What follows belongs to an exercise in optimizing a design on an open flow for small area, a short achievable clock period and few clock cycles per item; a production flow would make more cautious choices.
No run shown here included a check of the RTL's function; only the layout flow was run.
No activity file was given, so power comes from the tool's default toggle rates.

### design/flow/config.mk
export PLATFORM = sky130hd
export DESIGN_NAME = fxc_conv
export DESIGN_NICKNAME = fxc_conv
export VERILOG_FILES = /design/flow/design.v
export SDC_FILE = /design/flow/constraint.sdc
export NUM_CORES = 4
export LEC_CHECK = 0
export CAP_MARGIN = 20
export CORE_MARGIN = 2
export CORE_UTILIZATION = 40
export SLEW_MARGIN = 20
### design/flow/constraint.sdc
create_clock -name core_clock -period 12.0 [get_ports {clk}]
set_input_delay 2.4000 -clock core_clock [delete_from_list [all_inputs] [get_ports {clk}]]
set_output_delay 2.4000 -clock core_clock [all_outputs]
set_load 0.01 [all_outputs]
### design/flow/design.v
module fxc_conv (
    input  wire        clk,
    input  wire        rst,         
    input  wire        in_valid,
    output wire        in_ready,
    input  wire [31:0] in_cmd,
    input  wire [63:0] in_opnd,
    output reg         out_valid,
    output reg  [63:0] out_data,
    output reg  [1:0]  out_cause,   
    output reg  [2:0]  out_rd
);
    assign in_ready = 1'b1;
    integer i;
    wire [3:0] op  = in_cmd[31:28];
    wire [1:0] ws  = in_cmd[7:6];
    wire [5:0] n   = in_cmd[5:0];
    wire op_ok   = !op[3] && (op[2:0] != 3'd0);
    wire is_conv = (op[2:1] == 2'b11);
    wire row_ok  = op_ok && (in_cmd[27:14] == 14'd0) &&
                   (is_conv || (in_cmd[13:11] == 3'd0));
    wire fmt_ok  = ws[1] ? (ws[0] || !n[5]) : (!n[5] && !n[4] && (ws[0] || !n[3]));
    wire [1:0] cause = !row_ok ? 2'd1 : (!fmt_ok ? 2'd2 : 2'd0);
    wire       op_fix = (op == 4'd6);
    wire [1:0] asel   = {ws[1] | op_fix, ws[0] & !op_fix};
    reg [63:0] u_in;
    always @(*) begin
        case (asel)
            2'd0:    u_in = {in_opnd[7:0],  56'd0};
            2'd1:    u_in = {in_opnd[15:0], 48'd0};
            2'd2:    u_in = {in_opnd[31:0], 32'd0};
            default: u_in = in_opnd;
        endcase
    end
    reg        v0;
    reg [63:0] u0;
    reg [2:0]  op0;
    reg        ok0;
    reg [1:0]  ws0;
    reg [5:0]  n0;
    reg [2:0]  rd0;
    reg [1:0]  c0;
    always @(posedge clk) begin
        if (rst) v0 <= 1'b0;
        else     v0 <= in_valid;
        u0  <= u_in;
        op0 <= op[2:0];
        ok0 <= (cause == 2'd0);
        ws0 <= ws;
        n0  <= n;
        rd0 <= (cause == 2'd0) ? in_cmd[10:8] : 3'd0;
        c0  <= cause;
    end
    wire is_scale = (op0 == 3'd1);
    wire is_fmax  = (op0 == 3'd2);
    wire is_fmin  = (op0 == 3'd3);
    wire is_lmax  = (op0 == 3'd4);
    wire is_lmin  = (op0 == 3'd5);
    wire is_tofix = (op0 == 3'd6);
    wire is_toflt = (op0 == 3'd7);
    wire [5:0] k = ~n0 & {ws0[1] & ws0[0], ws0[1], ws0[1] | ws0[0], 3'b111};
    reg [63:0] fix_max;
    always @(*) begin
        case (ws0)
            2'd0:    fix_max = 64'h0000_0000_0000_007F;
            2'd1:    fix_max = 64'h0000_0000_0000_7FFF;
            2'd2:    fix_max = 64'h0000_0000_7FFF_FFFF;
            default: fix_max = 64'h7FFF_FFFF_FFFF_FFFF;
        endcase
    end
    wire        us = u0[63];
    wire [63:0] tl = {u0[62:0] ^ {63{us}}, 1'b1};
    wire [31:0] z1;  wire [31:0] c1_;
    wire [15:0] z2;  wire [31:0] c2_;
    wire [7:0]  z3;  wire [23:0] c3_;
    wire [3:0]  z4;  wire [15:0] c4_;
    wire [1:0]  z5;  wire [9:0]  c5_;
    genvar gi;
    generate
        for (gi = 0; gi < 32; gi = gi + 1) begin : lz1
            assign z1[gi]  = !(tl[2*gi+1] | tl[2*gi]);
            assign c1_[gi] = !tl[2*gi+1];
        end
        for (gi = 0; gi < 16; gi = gi + 1) begin : lz2
            assign z2[gi] = z1[2*gi+1] & z1[2*gi];
            assign c2_[2*gi+1:2*gi] = z1[2*gi+1] ? {1'b1, c1_[2*gi]} : {1'b0, c1_[2*gi+1]};
        end
        for (gi = 0; gi < 8; gi = gi + 1) begin : lz3
            assign z3[gi] = z2[2*gi+1] & z2[2*gi];
            assign c3_[3*gi+2:3*gi] = z2[2*gi+1] ? {1'b1, c2_[4*gi+1:4*gi]} : {1'b0, c2_[4*gi+3:4*gi+2]};
        end
        for (gi = 0; gi < 4; gi = gi + 1) begin : lz4
            assign z4[gi] = z3[2*gi+1] & z3[2*gi];
            assign c4_[4*gi+3:4*gi] = z3[2*gi+1] ? {1'b1, c3_[6*gi+2:6*gi]} : {1'b0, c3_[6*gi+5:6*gi+3]};
        end
        for (gi = 0; gi < 2; gi = gi + 1) begin : lz5
            assign z5[gi] = z4[2*gi+1] & z4[2*gi];
            assign c5_[5*gi+4:5*gi] = z4[2*gi+1] ? {1'b1, c4_[8*gi+3:8*gi]} : {1'b0, c4_[8*gi+7:8*gi+4]};
        end
    endgenerate
    wire [5:0] lzc   = z5[1] ? {1'b1, c5_[4:0]} : {1'b0, c5_[9:5]};
    wire       tzero = z5[1] & z4[1] & z3[1] & z2[1] & z1[1] & (tl[1] == 1'b0);
    reg [63:0] x_flt;
    always @(*) begin
        x_flt[63] = 1'b0;
        for (i = 0; i < 63; i = i + 1)
            x_flt[i] = u0[62 - i];
    end
    wire        f_s = u0[63];
    wire [7:0]  f_e = u0[62:55];
    wire [22:0] f_m = u0[54:32];
    wire        f_nan = (f_e == 8'hFF) && (f_m != 23'd0);
    wire [6:0]  s1   = {1'b0, f_e[5:0]} + {1'b0, n0} + 7'd1;
    wire [1:0]  qh   = f_e[7:6] + {1'b0, s1[6]};
    wire        qh8  = f_e[7] & f_e[6] & s1[6];
    wire [5:0]  f_r  = ~s1[5:0];                                
    wire        f_big = !f_e[7] && !(f_e[6] && s1[6]);           
    reg         f_sat;
    always @(*) begin
        case (ws0)
            2'd0:    f_sat = qh8 || (qh == 2'd3) || ((qh == 2'd2) && (s1[5:0] >= 6'd7));
            2'd1:    f_sat = qh8 || (qh == 2'd3) || ((qh == 2'd2) && (s1[5:0] >= 6'd15));
            2'd2:    f_sat = qh8 || (qh == 2'd3) || ((qh == 2'd2) && (s1[5:0] >= 6'd31));
            default: f_sat = qh8 || (qh == 2'd3) || ((qh == 2'd2) && (s1[5:0] == 6'd63));
        endcase
    end
    wire lim    = ok0 && (is_fmax || is_fmin || (is_tofix && f_sat));
    wire lim_lo = is_fmin || (is_tofix && f_s && !f_nan);
    wire kill   = !ok0 || (is_tofix && f_big);
    reg [63:0] x;
    reg [5:0]  a;
    reg        fill;
    always @(*) begin
        x    = 64'd0;
        a    = 6'd0;
        fill = 1'b0;
        if (is_toflt) begin
            x = x_flt;
            a = lzc;
        end
        if (is_tofix) begin
            x    = {~f_s, f_m ^ {23{f_s}}, {40{f_s}}};
            a    = f_r;
            fill = f_s;
        end
        if (is_scale) begin
            x = {1'b1, 63'd0};
            a = ~n0;
        end
        if (is_lmax) begin
            x    = {64{1'b1}};
            fill = 1'b1;
        end
    end
    wire [127:0] p1 = {{64{fill}}, x} >> {a[5:3], 3'b000};
    reg        v1;
    reg [63:0] x1;
    reg [5:0]  a1;
    reg [5:0]  k1;
    reg        fill1, sgn1, flt1, neg1, zr1;
    reg [2:0]  rd1;
    reg [1:0]  c1;
    always @(posedge clk) begin
        if (rst) v1 <= 1'b0;
        else     v1 <= v0;
        x1    <= lim ? (lim_lo ? ~fix_max : fix_max) : (kill ? 64'd0 : p1[63:0]);
        a1    <= (lim || kill) ? 6'd0 : a;
        k1    <= k;
        fill1 <= fill && !kill;
        sgn1  <= is_toflt ? us : is_lmin;
        flt1  <= ok0 && (is_toflt || is_lmax || is_lmin);
        neg1  <= ok0 && is_tofix && f_s && !f_sat && !f_big;
        zr1   <= is_toflt && tzero && !us;
        rd1   <= rd0;
        c1    <= c0;
    end
    wire [127:0] p2 = {{64{fill1}}, x1} >> a1[2:0];
    wire [63:0]  r2 = p2[63:0];
    wire [7:0] e_lo = zr1 ? 8'd0 : (8'd126 + {2'b00, k1} - {2'b00, a1});
    wire [7:0] e_hi = 8'd127 + {2'b00, k1} - {2'b00, a1};
    reg [22:0] mant;
    always @(*) begin
        for (i = 0; i < 23; i = i + 1)
            mant[i] = r2[23 - i] ^ sgn1;        
    end
    wire g   = r2[24] ^ sgn1;                   
    wire l   = r2[23] ^ sgn1;                   
    wire st  = |r2[63:25];                      
    wire inc = sgn1 ? (g || (!st && l)) : (g && (st || l));
    reg [22:0] mant_p1;
    always @(*) begin
        mant_p1[0] = !mant[0];
        for (i = 1; i < 23; i = i + 1)
            mant_p1[i] = mant[i] ^ (&(mant | ~((23'd1 << i) - 23'd1)));
    end
    wire        ovf  = (&mant) && inc;
    wire [22:0] frac = inc ? mant_p1 : mant;
    wire [7:0]  fexp = ovf ? e_hi : e_lo;
    reg [63:0] fix_res;
    always @(*) begin
        fix_res[0] = r2[0] ^ neg1;
        for (i = 1; i < 64; i = i + 1)
            fix_res[i] = r2[i] ^ (neg1 && (&(r2 | ~((64'd1 << i) - 64'd1))));
    end
    always @(posedge clk) begin
        if (rst) out_valid <= 1'b0;
        else     out_valid <= v1;
        out_data  <= flt1 ? {32'd0, sgn1, fexp, frac} : fix_res;
        out_cause <= c1;
        out_rd    <= rd1;
    end
endmodule
### design/flow/flow/run.sh
#!/bin/bash
# Standard ORFS layout with timing repair aimed below the clock period,
# resizing free of footprint matching, and stronger port buffers.
set -euo pipefail
bash standard.sh SETUP_SLACK_MARGIN=8.6 MATCH_CELL_FOOTPRINT=0 \
  "BUFFER_PORTS_ARGS=-buffer_cell sky130_fd_sc_hd__buf_4" finish > flow_make.log 2>&1
### design/flow/standard.sh
#!/bin/bash
# synth_recipe.tcl (not shown) runs the flow's synth.tcl, then flattens the netlist and writes it again
# the make line also repeats each setting of config.mk as NAME=value (left out here)
make -C /OpenROAD-flow-scripts/flow DESIGN_CONFIG=/design/flow/config.mk WORK_HOME=/design/flow/orfs CLKGATE_MAP_FILE= SYNTH_SCRIPT=/design/flow/synth_recipe.tcl "${@:-finish}"
==> results.yml, run 1 <==
sta:
  worst_slack_ps: 8520
  rsz0062_at_grt: "true"
  finalSetupTns_ps: 0
  drv_slew: 0
  finalHoldViolCount: 0
  fmax_mhz: 288
  setup_viol: 0
  worst_hold_slack_ps: 326
  clock_skew_ps: 29.2
  timing.final.crit_period_ps: 3480
  tightest_slew_ps: 866
  slew-limit-headroom_pct: 42.0
  period_share_pct: 29.0
critical_path:
  end_kind: "flip-flop"
  crit_fanout: 18
  max_stage_delay_ps: 610
  cp.required_ps: 12430
  path_class: "flip-flop to flip-flop"
  cpMaxStageDelayCell: "mux4_2"
  cp_common_cell: "buf_4"
  arrival_ps: 3910
  cp_top_family: "multiplexers"
  path_buf_inv: 4
  cp_cell_sequence: "buf_12 -> mux4_2 -> nor3_1 -> nor2_1 -> nor4_4 -> a41oi_4 -> buf_4 -> buf_4 -> clkbuf_16 -> mux2i_1 -> o21ai_0 -> a21oi_1"
  startpoint_type: "flip-flop"
  crit_start: "a1[2]"
  r2r-start: "a1[2]"
cells_and_area:
  utilization_pct: 51.8
  final_cell_mix: "197 x buf_4, 174 x nor2_1, 156 x nand2_1"
  area_growth_pct: 27.2
  insertedDiodeCount: 0
  layout.cells.non_filler: 2932
  layout_commonest_cell: "buf_4"
  drive_above_1_share_pct: 30.7
  nets: 2450
  postLayoutCellArea_um2: 23000
power:
  internal-power_mw: 1.49
  ir_drop_uv: 81.2
  clkPwrFrac_pct: 39.7
  power_switching_mw: 0.639
  cellLeakagePower_nw: 8.87
  p_sw_share_pct: 30.0
  p_seq_share_pct: 40.3
  power_mw: 2.13
  power.density_nw_per_um2: 92.6
  combPwrFrac_pct: 19.9
clock_network:
  htreeDepth: 1
  clk_pin_slew_ps: 60
  numCtsBuffers: 27
  clock_sinks: 239
  cts_hold_buf: 0
  cts_buffer_depth: 3
  cts_tree: "built"
  clkLatencyLatePin_ps: 570
  root_buffer: "clkbuf_16"
global_route:
  grtUsageTotal_pct: 26.6
  grt_pass1_vias: 16924
  grt_pass1_wl_mm: 99.0
  antenna_found_initial: 1
  overflow: 0
  grt_max_degree: 82
worst_hold_path:
  holdCritStartpoint: "rd0[2]"
  hp-class: "flip-flop to flip-flop"
die:
  die_y_um: 217
  io_pins: 170
  initial_core_util_pct: 40.7
  die-area_um2: 46900
  rows: 77
  core_um2: 44400
  die_w_um: 217
yosys:
  synthCells: 2135
  synth.top_cell.area_share_pct: 26.5
  async_flop_share_pct: 0
  netlist_top_cells_area: "dfxtp_1 26%, mux4_2 7.9%, mux2i_1 6.3%"
  syn-cell-area_um2: 18100
  syn_nets: 2264
  avgSynthCellArea_um2: 8.46
  synth_top_area_cell: "dfxtp_1"
  yosysWarnings: 1
  yosys_most_used_dff: "dfxtp_1"
  ys_seq_elements: 239
  ys_seq_area_share_pct: 26.5
  synth_edf_count: 0
  ys_types: 109
placement:
  numPortBuffers: 168
  dp.cells: 2757
  detailed_place_hpwl_mm: 45.2
  place.gp.congestion: 0.965
  place_ws_ps: 6980
  placed_area_um2: 19400
drt:
  drt_pass1_iterations: 6
  avgRoutedWirePerCell_um: 22.9
  ant_nets: 0
  routed_via_density: 6.20
  wl_mm: 67.1
  drc: 0
  vias: 18170
  drt_iter0_markers: 2253
run:
  maxCapViolCount: 0
run_status:
  status: "complete, no violations"
==> path summary, 6_finish.rpt <==
kind	end	slack, ps	cells past startpoint
worst max-delay path	out_data[1]	8520	12
worst min-delay path	rd1[2]	330	0
worst max register to register	out_data[1]	8520	12
worst min register to register	rd1[2]	330	0
==> power by group through the flow <==
stage                     logic (mW)  registers, mW  clock network [mW]
after floorplan                0.254          0.843                   0
after global placement         0.341          0.871                   0
after detailed placement       0.345          0.872                   0
after CTS                      0.389          0.855               0.865
after global routing           0.455          0.860               0.896
final                          0.425          0.859               0.846
==> final cells by class <==
class	instances	area, um2
fillers	4111	21400
clock inverters	17	198
repair inverters	1	5.00
repair buffers	312	3150
well taps	592	741
clock buffers	31	711
flip-flops and latches	239	4910
inverters	60	240
multi-input cells	1680	13000
==> per-layer routing <==
| layer | share of wire, % | global-route usage [%] |
|---|---|---|
| met1 | 41 | 34.6 |
| met2 | 46 | 43.6 |
| met3 | 7.2 | 3.12 |
| met4 | 5.5 | 13.1 |
| met5 | 0 | 0 |
==> timing repair <==
| action | in CTS | in global routing |
|---|---|---|
| resized for setup | 209 | 172 |
| gates cloned | 15 | 10 |
| buffers inserted | 46 | 56 |
| pin swaps | 24 | 41 |
| setup endpoints to repair | 187 | 178 |
| endpoints found under the hold margin | 0 | 0 |
==> cell families (layout without fill, tap and decap cells) <==
family	Yosys count	count (layout)	share of synthesized area [%]
fa+ha+maj	30	30	2.20
compound gates	584	587	20.9
mux	226	226	18.4
xor+xnor	90	90	4.36
simple gates	745	746	21.5
flops	239	239	26.5
buf+inv	220	421	6.07
other cells	1	1	0.0208
==> flip-flops by register name, summed over array words and instances (netlist names), 6 cells and up <==
| register | count |
|---|---|
| a1 | 6 |
| k1 | 6 |
| n0 | 6 |
| out_data | 64 |
| u0 | 64 |
| x1 | 64 |
==> Yosys cell counts, types with 10 or more instances <==
library cell	n
a211oi_1	12
buf_4	13
mux2_2	31
a22o_1	19
buf_2	21
mux2i_1	114
o21ai_0	155
nand2b_1	23
nand4_1	19
nor2_1	179
and2_1	50
dfxtp_1	239
o31ai_1	15
or3_1	18
nor3_1	52
and3_1	33
o21bai_1	13
nor2b_1	23
a21oi_1	141
mux4_2	63
a21boi_0	12
inv_1	56
buf_6	11
buf_1	12
xnor2_1	64
xor2_1	26
or2_2	10
or4_1	21
nand3_1	73
mux4_1	13
o211ai_1	32
a21o_1	13
clkbuf_1	93
nand2_1	163
nor4_1	19
a31oi_1	31
o22ai_1	32
ha_1	27
nor3b_1	10
==> worst register-to-register path: cells and delay by family (launching register included) <==
family / cells / cell delay, ps
mux: 2 / 750
simple gates: 3 / 720
compound gates: 3 / 710
buf+inv: 4 / 700
flops: 1 / 460
==> run 2, diff against run 1 <==
--- a/design/flow/config.mk
+++ b/design/flow/config.mk
@@ -7,5 +7,7 @@
 export LEC_CHECK = 0
 export CAP_MARGIN = 20
 export CORE_MARGIN = 2
-export CORE_UTILIZATION = 40
+export CORE_UTILIZATION = 60
+export CTS_CLUSTER_DIAMETER = 100
+export CTS_CLUSTER_SIZE = 30
 export SLEW_MARGIN = 20
==> results.yml, run 2 <==
critical_path:
  path_class: "flip-flop to flip-flop"
  crit_fanout: 11
  arrival_ps: 3960
  cp.required_ps: 12440
  end_kind: "flip-flop"
  startpoint_type: "flip-flop"
yosys:
  ys_seq_area_share_pct: 26.5
  yosys.area_share.simple_pct: 21.5
  synth_xor_area_share_pct: 4.36
  avgSynthCellArea_um2: 8.46
  synth_mux_area_share_pct: 18.4
  syn-cell-area_um2: 18100
  yosysWarnings: 1
  netlist_top_cells_area: "dfxtp_1 26%, mux4_2 7.9%, mux2i_1 6.3%"
  synth.top_cell.area_share_pct: 26.5
  synthAdderAreaFrac_pct: 2.20
  synth_common_cells: "239 x dfxtp_1, 179 x nor2_1, 163 x nand2_1, 155 x o21ai_0, 141 x a21oi_1"
  synth_top_area_cell: "dfxtp_1"
  synthCells: 2135
  yosys_most_used_dff: "dfxtp_1"
  async_flop_share_pct: 0
  syn_nets: 2264
  synth_top_family_by_area: "simple AND/OR/NAND/NOR gates"
  ys_types: 109
  synth_edf_count: 0
  yosysMostFrequentCell: "dfxtp_1"
  ys_seq_elements: 239
  synth_compound_area_share_pct: 20.9
clock_network:
  cts_hold_buf: 0
  clock_sinks: 239
  htreeDepth: 1
  cts_tree: "built"
  clkLatencyLatePin_ps: 520
  clk_pin_slew_ps: 100
  root_buffer: "clkbuf_16"
  numCtsBuffers: 12
  cts_buffer_depth: 3
die:
  die_y_um: 178
  die_w_um: 178
  core_um2: 29600
  io_pins: 170
  initial_core_util_pct: 61.0
  die-area_um2: 31500
  rows: 63
drt:
  avgRoutedWirePerCell_um: 23.9
  vias: 18485
  routed_via_density: 6.85
  drt_pass1_iterations: 7
  drt_iter0_markers: 2273
  drc: 0
  ant_nets: 0
  wl_mm: 64.3
sta:
  timing.final.crit_period_ps: 3520
  finalSetupTns_ps: 0
  slew-limit-headroom_pct: 43.5
  finalHoldViolCount: 0
  period_share_pct: 29.3
  setup_viol: 0
  rsz0062_at_grt: "true"
  tightest_slew_ps: 839
  clock_skew_ps: 27.8
  fmax_mhz: 284
  drv_slew: 0
cells_and_area:
  area_growth_pct: 20.8
  nets: 2432
  layout.cells.non_filler: 2697
  drive_above_1_share_pct: 27.3
  layout_commonest_cell: "buf_4"
  final_cell_mix: "263 x buf_4, 223 x dfxtp_1, 172 x nor2_1"
  top_regs: "out_data (64), u0 (64), x1 (64)"
  insertedDiodeCount: 0
  postLayoutCellArea_um2: 21800
global_route:
  antenna_found_initial: 0
  overflow: 0
  grt_max_degree: 85
  grt_pass1_wl_mm: 93.0
  grt_pass1_vias: 16495
  grtUsageTotal_pct: 37.8
worst_hold_path:
  hp-class: "flip-flop to flip-flop"
run_status:
  status: "complete, no violations"
placement:
  placed_area_um2: 19200
  detailed_place_hpwl_mm: 41.9
  place.gp.congestion: 1.01
  dp.cells: 2557
  numPortBuffers: 168
power:
  power.density_nw_per_um2: 80.5
  ir_drop_uv: 108
  power_mw: 1.76
  cellLeakagePower_nw: 8.43
run:
  maxCapViolCount: 0
==> run 2: cell counts after synthesis <==
No cell type changed its count.
==> run 2: cell families (layout without fill, tap and decap cells) <==
logic type	after synthesis	count (layout)
AOI/OAI and AO/OA	584	588
xor gates and xnor gates	90	90
adders and majority gates	30	30
buffers and inverters	220	385
DFF	239	239
muxes	226	227
other	1	1
and+or+nand+nor	745	747
==> run 2: path summary, 6_finish.rpt <==
kind | startpoint | end | slack, ps | cells past startpoint
worst max-delay path | a1[1] | out_data[27] | 8480 | 14
worst min register to register | rd1[1] | out_rd[1] | 330 | 0
worst max register to register | a1[1] | out_data[27] | 8480 | 14
worst min-delay path | rd1[1] | out_rd[1] | 330 | 0
==> run 2: stage by stage <==
step	hold slack, ps	util (%)	worst slack (ps)
6_report	335	73.7	8480
3_3_place_gp	310	64.7	6990
4_1_cts	337	69.9	8590
5_1_grt	346	73.7	8400
3_5_place_dp	313	64.7	6830
2_1_floorplan	310	-	8530
==> run 2: layer usage <==
| layer | vias to the layer above | global-route usage, % | wire length [um] |
|---|---|---|---|
| met5 | - | 0 | 0 |
| met4 | 0 | 26.1 | 5550 |
| met3 | 335 | 5.12 | 5850 |
| met2 | 1356 | 61.0 | 29400 |
| met1 | 8511 | 46.7 | 23600 |
| li1 | 8283 | - | - |
==> run 2: what timing repair did <==
action	CTS	global route
endpoints found under the setup margin	135	111
gates cloned	16	11
resized for setup	138	124
buffers inserted	46	49
pin swaps	26	39
==> run 2: worst max-delay path: stages (launching register included) <==
cell and delay (ps):
dfxtp_4 400, buf_4 120, buf_4 110, buf_12 130, mux4_2 580, mux2i_2 630
nor2_1 140, nand3_2 180, nor4_4 60, buf_4 170, buf_4 150, nand3b_1 130
xor2_1 350, nor2_1 130, a31oi_1 150
==> run 2: cell type report <==
| class | instances | area, um2 |
|---|---|---|
| Multi-Input combinational cell | 1683 | 13200 |
| Fill cell | 2235 | 7800 |
| Sequential cell | 239 | 4820 |
| Timing Repair Buffer | 303 | 2730 |
| Tap cell | 390 | 488 |
| Clock buffer | 13 | 325 |
| Inverter | 60 | 236 |
| Clock inverter | 5 | 42.5 |
| Timing Repair inverter | 4 | 25.0 |
==> run 2: power by group <==
| group | total, mW | switching (mW) | internal, mW |
|---|---|---|---|
| sequential | 0.857 | 0.0469 | 0.811 |
| clock | 0.467 | 0.264 | 0.203 |
| combinational | 0.433 | 0.249 | 0.184 |
| total | 1.76 | 0.559 | 1.20 |

## re-timing with driven ports
Ports are ideal in the flow. The routed layouts listed here were re-timed in OpenROAD.
Step 1, drivers: a clkbuf_16 drives clk and a buf_2 each remaining input, both assumed.
Step 2 times the ports against the registers' clock, not the clock port: input delays grow and output delays shrink by t, the midpoint of the rising clock arrivals with the driver on.
a / b / c = ideal ports / drivers / drivers and shift; a / b = the first two.
| run | t (ns) | setup slack, ns | worst slew at a driven data input, ns |
|---|---|---|---|
| run 1 | 0.619 | 8.523 / 8.478 / 8.159 | 0.06 |
| run 2 | 0.559 | 8.484 / 8.484 / 8.240 | 0.04 |
After both steps every run listed still meets setup and hold. The setup slack of run 1, which loses most, moves by -0.045 ns with the drivers and by -0.364 ns with both steps.
